Background: an optimization exercise with open tools, aiming at small area, a short achievable clock period and few clock cycles. Do not read the settings as production practice. The RTL was checked by simulation tests, not by an equivalence proof against the original design. Power figures rest on the tool's default switching activity, not on a simulated workload.

==> garnet: inputs <==
## cmpsc_expand
module cmpsc_expand (
    input  wire        clk,
    input  wire        rst,
    input  wire        start,
    input  wire [3:0]  cdss,
    input  wire [18:0] origin_pg,      
    input  wire [2:0]  cbn_in,
    input  wire [30:0] src_addr_in,
    input  wire [31:0] src_len_in,
    input  wire [30:0] dst_addr_in,
    input  wire [31:0] dst_len_in,
    input  wire [31:0] budget,
    output reg         busy,
    output reg         done,
    output reg  [2:0]  status,
    output reg  [2:0]  cbn_out,
    output reg  [30:0] src_addr_out,
    output reg  [31:0] src_len_out,
    output reg  [30:0] dst_addr_out,
    output reg  [31:0] dst_len_out,
    output reg         mem_req,
    output reg         mem_we,
    output reg  [27:0] mem_addr,
    output wire [63:0] mem_wdata,
    output wire [7:0]  mem_wstrb,
    input  wire        mem_gnt,
    input  wire        mem_rvalid,
    input  wire [63:0] mem_rdata
);
    localparam [2:0] ST_CC0 = 3'd0, ST_CC1 = 3'd1, ST_CC3 = 3'd3,
                     ST_DATA = 3'd4, ST_PARAM = 3'd5;
    localparam [2:0] S_IDLE  = 3'd0,
                     S_BOUND = 3'd1,    
                     S_SRC   = 3'd2,    
                     S_P1    = 3'd3,    
                     S_P1C   = 3'd4,    
                     S_P2    = 3'd5,    
                     S_P2C   = 3'd6,    
                     S_DRAIN = 3'd7;    
    reg [2:0]  state;
    reg [2:0]  c;             
    reg [18:0] origin;
    reg [14:0] ohi1;          
    reg [32:0] rem;           
    reg        committed;
    reg [63:0] sbuf;          
    reg [15:0] stail;         
    reg        sv;            
    reg        ahead;         
    reg [6:0]  hops;          
    reg [8:0]  sym_len;       
    reg        l_big;         
    reg [8:0]  lend;          
    reg [3:0]  pend;          
    reg [63:0] ent;
    reg        nxt;           
    reg [27:0] raddr;
    reg        rv;            
    reg        rw;            
    reg        rv_n, wv_n, wnz_n, w2v_n;
    reg [2:0]  state_n;
    reg [27:0] raddr_n, waddr_n;
    reg [27:0] waddr;
    reg [63:0] wdat;
    reg [7:0]  wstrb;
    reg [7:0]  ws2;           
  ...
export LEC_CHECK = 0
export ABC_CLOCK_PERIOD_IN_PS = 4000
export CAP_MARGIN = 20
export CORE_MARGIN = 2
export CORE_UTILIZATION = 55
export PLACE_DENSITY = 0.7
export SETUP_SLACK_MARGIN = 5
export SLEW_MARGIN = 20
create_clock -name core_clock -period 10.0 [get_ports {clk}]
standard.sh (not shown) runs the stock make flow with config.mk's settings and CLKGATE_MAP_FILE= SYNTH_SCRIPT=/design/flow/synth_recipe.tcl, a recipe that flattens the netlist after the stock synthesis.
==> flow/flow/run.sh <==
#!/bin/bash
# The standard ORFS flow (standard synthesis included), with these changes:
# - the resizer may swap cells of a different footprint (so the port
#   buffers can be resized),
# - every input and output port still gets a buffer, a plain buf_1.
# make's output goes to layout.log; ORFS keeps each step's log under orfs/logs.
set -o pipefail
bash standard.sh \
    MATCH_CELL_FOOTPRINT=0 \
    SETUP_SLACK_MARGIN=6.5 \
    "BUFFER_PORTS_ARGS=-buffer_cell sky130_fd_sc_hd__buf_1" \
    finish > layout.log 2>&1
==> ember (differences from garnet) <==
--- a/flow/design.v
+++ b/flow/design.v
@@ -395,11 +395,19 @@
             S_P2C: begin
                 if (!wv) begin
                     wload(dq + {22'b0, p_d}, e_dat, p_s1, p_s2);
                     if (hops == 7'd0) begin
                         commit_dst(sym_len);
-                        state_n = nxt ? S_P1 : S_BOUND;
+                        if (nxt) begin
+                            state_n = S_P1;
+                        end else if (go_next) begin
+                            raddr_n = tgt_dw;
+                            rv_n    = 1'b1;
+                            state_n = S_P1;
+                        end else begin
+                            state_n = S_BOUND;
+                        end
                     end else begin
                         if (!nxt) rv_n = 1'b1;
                         state_n = S_P2;
                     end
                 end else if (!nxt && hops != 7'd0 && free_nx) begin
==> flow/flow/run.sh (replaced) <==
#!/bin/bash
# The standard ORFS flow (standard synthesis included), with these changes:
# - the resizer may swap cells of a different footprint (so the port
#   buffers can be resized),
# - every input and output port still gets a buffer, a plain buf_1,
# - the clock tree is built from smaller buffers (clkbuf_4, clkbuf_8 at the
#   root), without dummy loads.
# make's output goes to layout.log; ORFS keeps each step's log under orfs/logs.
set -o pipefail
bash standard.sh \
    MATCH_CELL_FOOTPRINT=0 \
    SETUP_SLACK_MARGIN=6.5 \
    "BUFFER_PORTS_ARGS=-buffer_cell sky130_fd_sc_hd__buf_1" \
    "CTS_ARGS=-sink_clustering_enable -repair_clock_nets -buf_list sky130_fd_sc_hd__clkbuf_4 -root_buf sky130_fd_sc_hd__clkbuf_8 -dont_use_dummy_load" \
    finish > layout.log 2>&1
CORE_UTILIZATION = 65   (was 55)
PLACE_DENSITY = 0.75   (was 0.7)
==> willow (differences from garnet) <==
==> flow/flow/run.sh (replaced) <==
#!/bin/bash
# The standard ORFS flow (standard synthesis included), with these changes:
# - the resizer may swap cells of a different footprint (so the port
#   buffers can be resized),
# - every input and output port still gets a buffer, a plain buf_1,
# - the clock tree is built from smaller buffers (clkbuf_4, clkbuf_8 at the
#   root), without dummy loads.
# make's output goes to layout.log; ORFS keeps each step's log under orfs/logs.
set -o pipefail
bash standard.sh \
    MATCH_CELL_FOOTPRINT=0 \
    SETUP_SLACK_MARGIN=6.5 \
    "BUFFER_PORTS_ARGS=-buffer_cell sky130_fd_sc_hd__buf_1" \
    "CTS_ARGS=-sink_clustering_enable -repair_clock_nets -buf_list sky130_fd_sc_hd__clkbuf_4 -root_buf sky130_fd_sc_hd__clkbuf_8 -dont_use_dummy_load" \
    finish > layout.log 2>&1
==> pepper (differences from garnet) <==
--- a/flow/design.v
+++ b/flow/design.v
@@ -8,21 +8,21 @@
     input  wire [30:0] src_addr_in,
     input  wire [31:0] src_len_in,
     input  wire [30:0] dst_addr_in,
     input  wire [31:0] dst_len_in,
     input  wire [31:0] budget,
-    output reg         busy,
+    output wire        busy,
     output reg         done,
     output reg  [2:0]  status,
     output reg  [2:0]  cbn_out,
     output reg  [30:0] src_addr_out,
     output reg  [31:0] src_len_out,
     output reg  [30:0] dst_addr_out,
     output reg  [31:0] dst_len_out,
-    output reg         mem_req,
-    output reg         mem_we,
-    output reg  [27:0] mem_addr,
+    output wire        mem_req,
+    output wire        mem_we,
+    output wire [27:0] mem_addr,
     output wire [63:0] mem_wdata,
     output wire [7:0]  mem_wstrb,
     input  wire        mem_gnt,
     input  wire        mem_rvalid,
     input  wire [63:0] mem_rdata
@@ -55,20 +55,20 @@
     reg [63:0] ent;
     reg        nxt;           
     reg [27:0] raddr;
     reg        rv;            
     reg        rw;            
-    reg        rv_n, wv_n, wnz_n, w2v_n;
-    reg [2:0]  state_n;
-    reg [27:0] raddr_n, waddr_n;
     reg [27:0] waddr;
     reg [63:0] wdat;
     reg [7:0]  wstrb;
     reg [7:0]  ws2;           
     reg        wv;            
     reg        wnz;           
     reg        w2v;           
+    assign mem_req   = rv | (wv & wnz);
+    assign mem_we    = ~rv;
+    assign mem_addr  = rv ? raddr : waddr;
     assign mem_wdata = wdat;
     assign mem_wstrb = wstrb;
     wire w_pres   = wv & wnz & ~rv;
     wire w_step   = wv & (~wnz | (~rv & mem_gnt));    
     wire free_nx  = ~wv | (~w2v & (~wnz | (~rv & mem_gnt)));
@@ -109,21 +109,18 @@
         x_bud    <= committed && (rem[32] || (rem == 33'd0));
         x_dz     <= (dst_len_out == 32'd0);
         x_dhz    <= (dst_len_out[31:9] == 23'd0);
     end
     wire [27:0] src_dw   = src_addr_out[30:3];
-    wire        go_next  = xv && !x_short && !x_bud && sv && !(x_cross && !ahead) && !x_lit;
     function [27:0] ent_dw;
         input [12:0] p;
         reg   [4:0]  s;
         begin
             s      = {1'b0, origin[3:0]} + {1'b0, p[12:9]};
             ent_dw = {s[4] ? ohi1 : origin[14+4:4], s[3:0], p[8:0]};
         end
     endfunction
-    wire [27:0] tgt_dw   = ent_dw(x_idx);               
-    wire [27:0] pp_dw    = ent_dw(mem_rdata[60:48]);    
     wire [2:0]  e_psl    = ent[63:61];
     wire [1:0]  e_rsv    = ent[60:59];
     wire [2:0]  e_csl    = ent[58:56];
     wire [12:0] e_pptr   = ent[60:48];
     wire [7:0]  e_ofst   = ent[47:40];
@@ -174,10 +171,11 @@
     end
     wire [2:0]  r_rot    = dl - 3'd1;
     wire [2:0]  p_rot    = p_k0[2:0] - 3'd3;
     wire [2:0]  e_rot    = (state == S_P1C) ? r_rot : p_rot;
     wire [63:0] e_dat    = {ent, ent} >> {e_rot, 3'b000};
+    assign busy = (state != S_IDLE);
     task commit_src;
         begin
             src_addr_out <= src_addr_out + {29'b0, x_adv};
             src_len_out  <= src_len_out - {30'b0, x_adv};
             cbn_out      <= x_cbn;
@@ -203,69 +201,46 @@
         input [27:0] a;
         input [63:0] d;
         input [7:0]  s1;
         input [7:0]  s2;
         begin
-            waddr_n = a;
-            wdat   <= d;
-            wstrb  <= s1;
-            ws2    <= s2;
-            wv_n    = (s1 != 8'd0) || (s2 != 8'd0);
-            wnz_n   = (s1 != 8'd0);
-            w2v_n   = (s2 != 8'd0);
-        end
-    endtask
-    task wload1;
-        input [27:0] a;
-        input [63:0] d;
-        input [7:0]  s1;
-        input [7:0]  s2;
-        input        two;
-        begin
-            waddr_n = a;
-            wdat   <= d;
-            wstrb  <= s1;
-            ws2    <= s2;
-            wv_n    = 1'b1;
-            wnz_n   = 1'b1;
-            w2v_n   = two;
+            waddr <= a;
+            wdat  <= d;
+            wstrb <= s1;
+            ws2   <= s2;
+            wv    <= (s1 != 8'd0) || (s2 != 8'd0);
+            wnz   <= (s1 != 8'd0);
+            w2v   <= (s2 != 8'd0);
         end
     endtask
     task finish;
         input [2:0] st;
         begin
             status <= st;
             done   <= 1'b1;
-            state_n  = S_IDLE;
+            state  <= S_IDLE;
         end
     endtask
     always @(posedge clk) begin
-        state_n = state;
-        rv_n    = rv;
-        wv_n    = wv;
-        wnz_n   = wnz;
-        w2v_n   = w2v;
-        raddr_n = raddr;
-        waddr_n = waddr;
         ohi1 <= origin[18:4] + 15'd1;
         xv   <= 1'b1;
         dv   <= 1'b1;
         begin
             done <= 1'b0;
             if (rv && mem_gnt) begin
-                rv_n = 1'b0;
+                rv <= 1'b0;
                 rw <= 1'b1;
             end
             if (mem_rvalid) rw <= 1'b0;
             if (w_step) begin
                 if (w2v) begin
-                    waddr_n = waddr + 28'd1;
-                    wstrb  <= ws2;
-                    wnz_n   = 1'b1;
-                    w2v_n   = 1'b0;
+                    waddr <= waddr + 28'd1;
+                    wstrb <= ws2;
+                    wnz   <= 1'b1;
+                    w2v   <= 1'b0;
                 end else begin
-                    wv_n = 1'b0;
+                    wv <= 1'b0;
                 end
             end
             case (state)
             S_IDLE: begin
                 xv <= 1'b0;
@@ -285,11 +260,11 @@
                     dst_len_out  <= dst_len_in;
                     if (cdss == 4'd0 || cdss > 4'd5) begin
                         status <= ST_PARAM;
                         done   <= 1'b1;
                     end else begin
-                        state_n = S_BOUND;
+                        state <= S_BOUND;
                     end
                 end
             end
             S_BOUND: begin
                 if (!xv) begin
@@ -297,29 +272,29 @@
                     if (free_nx) finish(ST_CC0);
                 end else if (x_bud) begin
                     if (free_nx) finish(ST_CC3);
                 end else if (!sv || (x_cross && !ahead)) begin
                     if (free_nx) begin
-                        raddr_n = sv ? src_dw + 28'd1 : src_dw;
-                        rv_n    = 1'b1;
-                        state_n = S_SRC;
+                        raddr <= sv ? src_dw + 28'd1 : src_dw;
+                        rv    <= 1'b1;
+                        state <= S_SRC;
                     end
                 end else if (x_lit) begin
                     if (!dv) begin
                     end else if (x_dz) begin
                         if (free_nx) finish(ST_CC1);
                     end else if (!wv) begin
-                        wload1(dq, {8{x_idx[7:0]}}, 8'h80 >> dl, 8'h00, 1'b0);
+                        wload(dq, {8{x_idx[7:0]}}, 8'h80 >> dl, 8'h00);
                         commit_src;
                         commit_dst(9'd1);
                     end
                 end else begin
                     if (free_nx) begin
                         hops  <= 7'd0;
-                        raddr_n = tgt_dw;
-                        rv_n    = 1'b1;
-                        state_n = S_P1;
+                        raddr <= ent_dw(x_idx);
+                        rv    <= 1'b1;
+                        state <= S_P1;
                     end
                 end
             end
             S_SRC: begin
                 if (mem_rvalid) begin
@@ -328,111 +303,100 @@
                         ahead <= 1'b1;
                     end
                     sbuf  <= mem_rdata;
                     sv    <= 1'b1;
                     xv    <= 1'b0;
-                    state_n = S_BOUND;
+                    state <= S_BOUND;
                 end
             end
             S_P1: begin
                 if (mem_rvalid) begin
                     ent   <= mem_rdata;
-                    raddr_n = (mem_rdata[63:61] == 3'd0) ? tgt_dw : pp_dw;
+                    raddr <= ent_dw(mem_rdata[63:61] == 3'd0 ? x_idx : mem_rdata[60:48]);
                     nxt   <= 1'b0;
                     if ((mem_rdata[63:61] != 3'd0 || hops != 7'd0) && free_nx) begin
-                        rv_n  = 1'b1;
+                        rv  <= 1'b1;
                         nxt <= 1'b1;
                     end
-                    state_n = S_P1C;
+                    state <= S_P1C;
                 end
             end
             S_P1C: begin
                 if (hops == 7'd0) begin
                     sym_len <= e_len0;
                     l_big   <= x_dhz && (dst_len_out[8:0] < e_len0);
                 end
                 if (e_bad || (!e_root && hops == 7'd127)) begin
                     status <= ST_DATA;
-                    state_n  = S_DRAIN;
+                    state  <= S_DRAIN;
                 end else if (!e_root) begin
                     if (nxt || free_nx) begin
-                        if (!nxt) rv_n = 1'b1;
+                        if (!nxt) rv <= 1'b1;
                         hops  <= hops + 7'd1;
-                        state_n = S_P1;
+                        state <= S_P1;
                     end
                 end else if (!wv) begin
                     if (hops == 7'd0 ? (x_dhz && dst_len_out[8:0] < {6'b0, e_csl}) : l_big) begin
                         status <= ST_CC1;
-                        state_n  = S_DRAIN;
+                        state  <= S_DRAIN;
                     end else begin
-                        wload1(dq, e_dat, r_s1, r_s2, r_endl[3] && r_endl != 4'd8);
+                        wload(dq, e_dat, r_s1, r_s2);
                         lend <= {6'b0, dl} + sym_len;
                         pend <= {1'b0, dl} + {1'b0, e_csl};
                         commit_src;
                         if (hops == 7'd0) begin
                             commit_dst({6'b0, e_csl});
-                            state_n = S_BOUND;
+                            state <= S_BOUND;
                         end else begin
-                            if (!nxt) rv_n = 1'b1;
-                            state_n = S_P2;
+                            if (!nxt) rv <= 1'b1;
+                            state <= S_P2;
                         end
                     end
                 end
             end
             S_P2: begin
                 if (mem_rvalid) begin
                     ent   <= mem_rdata;
                     p_k0  <= {6'b0, dl} + {1'b0, mem_rdata[47:40]};
-                    raddr_n = (hops == 7'd1) ? tgt_dw : pp_dw;
+                    raddr <= ent_dw(mem_rdata[60:48]);
                     hops  <= hops - 7'd1;
                     nxt   <= 1'b0;
-                    if (free_nx && (hops != 7'd1 || go_next)) begin
-                        rv_n  = 1'b1;
+                    if (hops != 7'd1 && free_nx) begin
+                        rv  <= 1'b1;
                         nxt <= 1'b1;
                     end
-                    state_n = S_P2C;
+                    state <= S_P2C;
                 end
             end
             S_P2C: begin
                 if (!wv) begin
                     wload(dq + {22'b0, p_d}, e_dat, p_s1, p_s2);
                     if (hops == 7'd0) begin
                         commit_dst(sym_len);
-                        state_n = nxt ? S_P1 : S_BOUND;
+                        state <= S_BOUND;
                     end else begin
-                        if (!nxt) rv_n = 1'b1;
-                        state_n = S_P2;
+                        if (!nxt) rv <= 1'b1;
+                        state <= S_P2;
                     end
                 end else if (!nxt && hops != 7'd0 && free_nx) begin
-                    rv_n  = 1'b1;
+                    rv  <= 1'b1;
                     nxt <= 1'b1;
                 end
             end
             S_DRAIN: begin
                 if (!rv && !rw && free_nx) begin
                     done  <= 1'b1;
-                    state_n = S_IDLE;
+                    state <= S_IDLE;
                 end
             end
-            default: state_n = S_IDLE;
+            default: state <= S_IDLE;
             endcase
         end
         if (rst) begin
-            state_n = S_IDLE;
+            state <= S_IDLE;
             done  <= 1'b0;
+            rv    <= 1'b0;
             rw    <= 1'b0;
-            rv_n   = 1'b0;
-            wv_n   = 1'b0;
+            wv    <= 1'b0;
         end
-        state <= state_n;
-        busy  <= (state_n != S_IDLE);
-        rv    <= rv_n;
-        wv    <= wv_n;
-        wnz   <= wnz_n;
-        w2v   <= w2v_n;
-        raddr <= raddr_n;
-        waddr <= waddr_n;
-        mem_req  <= rv_n | (wv_n & wnz_n);
-        mem_we   <= ~rv_n;
-        mem_addr <= rv_n ? raddr_n : waddr_n;
     end
 endmodule
==> qor summary <==
Outcome: pepper timing/DRC/antenna clean; willow timing/DRC/antenna clean; ember timing/DRC/antenna clean; garnet timing/DRC/antenna clean
First DRT Iteration DRCs: pepper 3,721; willow 3,782; ember 4,448; garnet 3,729
Wire length of the first global-routing pass: pepper 174,000 um; willow 178,000 um; ember 177,000 um; garnet 178,000 um
Source-to-sink clock delay at the later pin of the worst-skew pair: pepper 660 ps; willow 810 ps; ember 830 ps; garnet 620 ps
HPWL after detailed placement: pepper 81,800 um; willow 84,300 um; ember 82,500 um; garnet 84,300 um
Site Rows: pepper 92; willow 94; ember 87; garnet 94
Sequential standard cell area: pepper 0.0162 mm2; willow 0.0165 mm2; ember 0.0165 mm2; garnet 0.0165 mm2
Worst slew slack as a fraction of its limit: pepper 37.0%; willow 30.6%; ember 19.2%; garnet 29.9%
Switching Share: pepper 43.2%; willow 33.9%; ember 32.3%; garnet 31.9%
Total vias in the final route: pepper 30,800; willow 32,800; ember 33,600; garnet 32,300
Most common library cell in the layout ignoring fill and taps: pepper sky130_fd_sc_hd__nand2_1; willow sky130_fd_sc_hd__nand2_1; ember sky130_fd_sc_hd__nand2_1; garnet sky130_fd_sc_hd__buf_1
Total length of routed wires: pepper 117,000 um; willow 122,000 um; ember 119,000 um; garnet 122,000 um
Number of sequential cells: pepper 570; willow 601; ember 601; garnet 601
Clock buffer cells: pepper 67; willow 159; ember 155; garnet 85
Number of standard cells in the layout, taps in and fillers out: pepper 4,957; willow 5,249; ember 5,227; garnet 5,157
Post-route worst setup slack: pepper 6180 ps; willow 6470 ps; ember 6370 ps; garnet 6410 ps
Layout Utilization: pepper 66.8%; willow 65.5%; ember 76.2%; garnet 66.5%
Pwr top: pepper combinational logic; willow sequential cells; ember sequential cells; garnet sequential cells
Net Switching: pepper 5.77 mW; willow 2.28 mW; ember 2.04 mW; garnet 2.42 mW
Top cell type's share of synthesized area: pepper 40.7%; willow 37.2%; ember 36.5%; garnet 37.2%
Vias per cell: pepper 6.21; willow 6.25; ember 6.43; garnet 6.26
Final worst clock skew: pepper 18.1 ps; willow 97.6 ps; ember 94.1 ps; garnet 23.3 ps
Tot Pwr: pepper 13.4 mW; willow 6.73 mW; ember 6.31 mW; garnet 7.57 mW
Peak clock frequency supported by timing: pepper 262 MHz; willow 283 MHz; ember 276 MHz; garnet 278 MHz
Testbench counts of garnet, summed over its fixed seeds: cycles 31,960.
Testbench counts of ember, summed over its fixed seeds: cycles 31,584.
Testbench counts of willow, summed over its fixed seeds: cycles 31,960.
Testbench counts of pepper, summed over its fixed seeds: cycles 33,084.

==> static timing again, ports no longer ideal <==
The flow's constraints put no driver on any port. The routed layouts listed below were extracted and timed again, unchanged, in two steps. Step 1: set_driving_cell puts a clkbuf_16 on clk and a buf_2 on each other input, an assumption about the parent block. Step 2, shift: input delay + t, output delay - t, t = (earliest + latest rising clock arrival at the registers) / 2. This alone moves slack from input paths to output paths. Slacks: ideal / step 1 / step 2; pairs: ideal / step 1.
run | t (ns) | setup WS [ns] | worst setup path at the end | clock arrival spread, ns | cell pins on the clock port's net
garnet | 0.679 | 6.408 / 6.397 / 5.717 | input to register | 0.024 / 0.025 | 1
ember | 0.849 | 6.372 / 6.383 / 5.534 | input to register | 0.095 / 0.095 | 1
willow | 0.832 | 6.469 / 6.401 / 5.666 | input to register | 0.101 / 0.101 | 1
pepper | 0.716 | 6.179 / 6.200 / 5.492 | input to register | 0.018 / 0.019 | 1
After both steps setup and hold are still met in every run listed. For ember, which loses most, drivers alone change the setup slack by +0.011 ns; drivers and shift together by -0.838 ns.
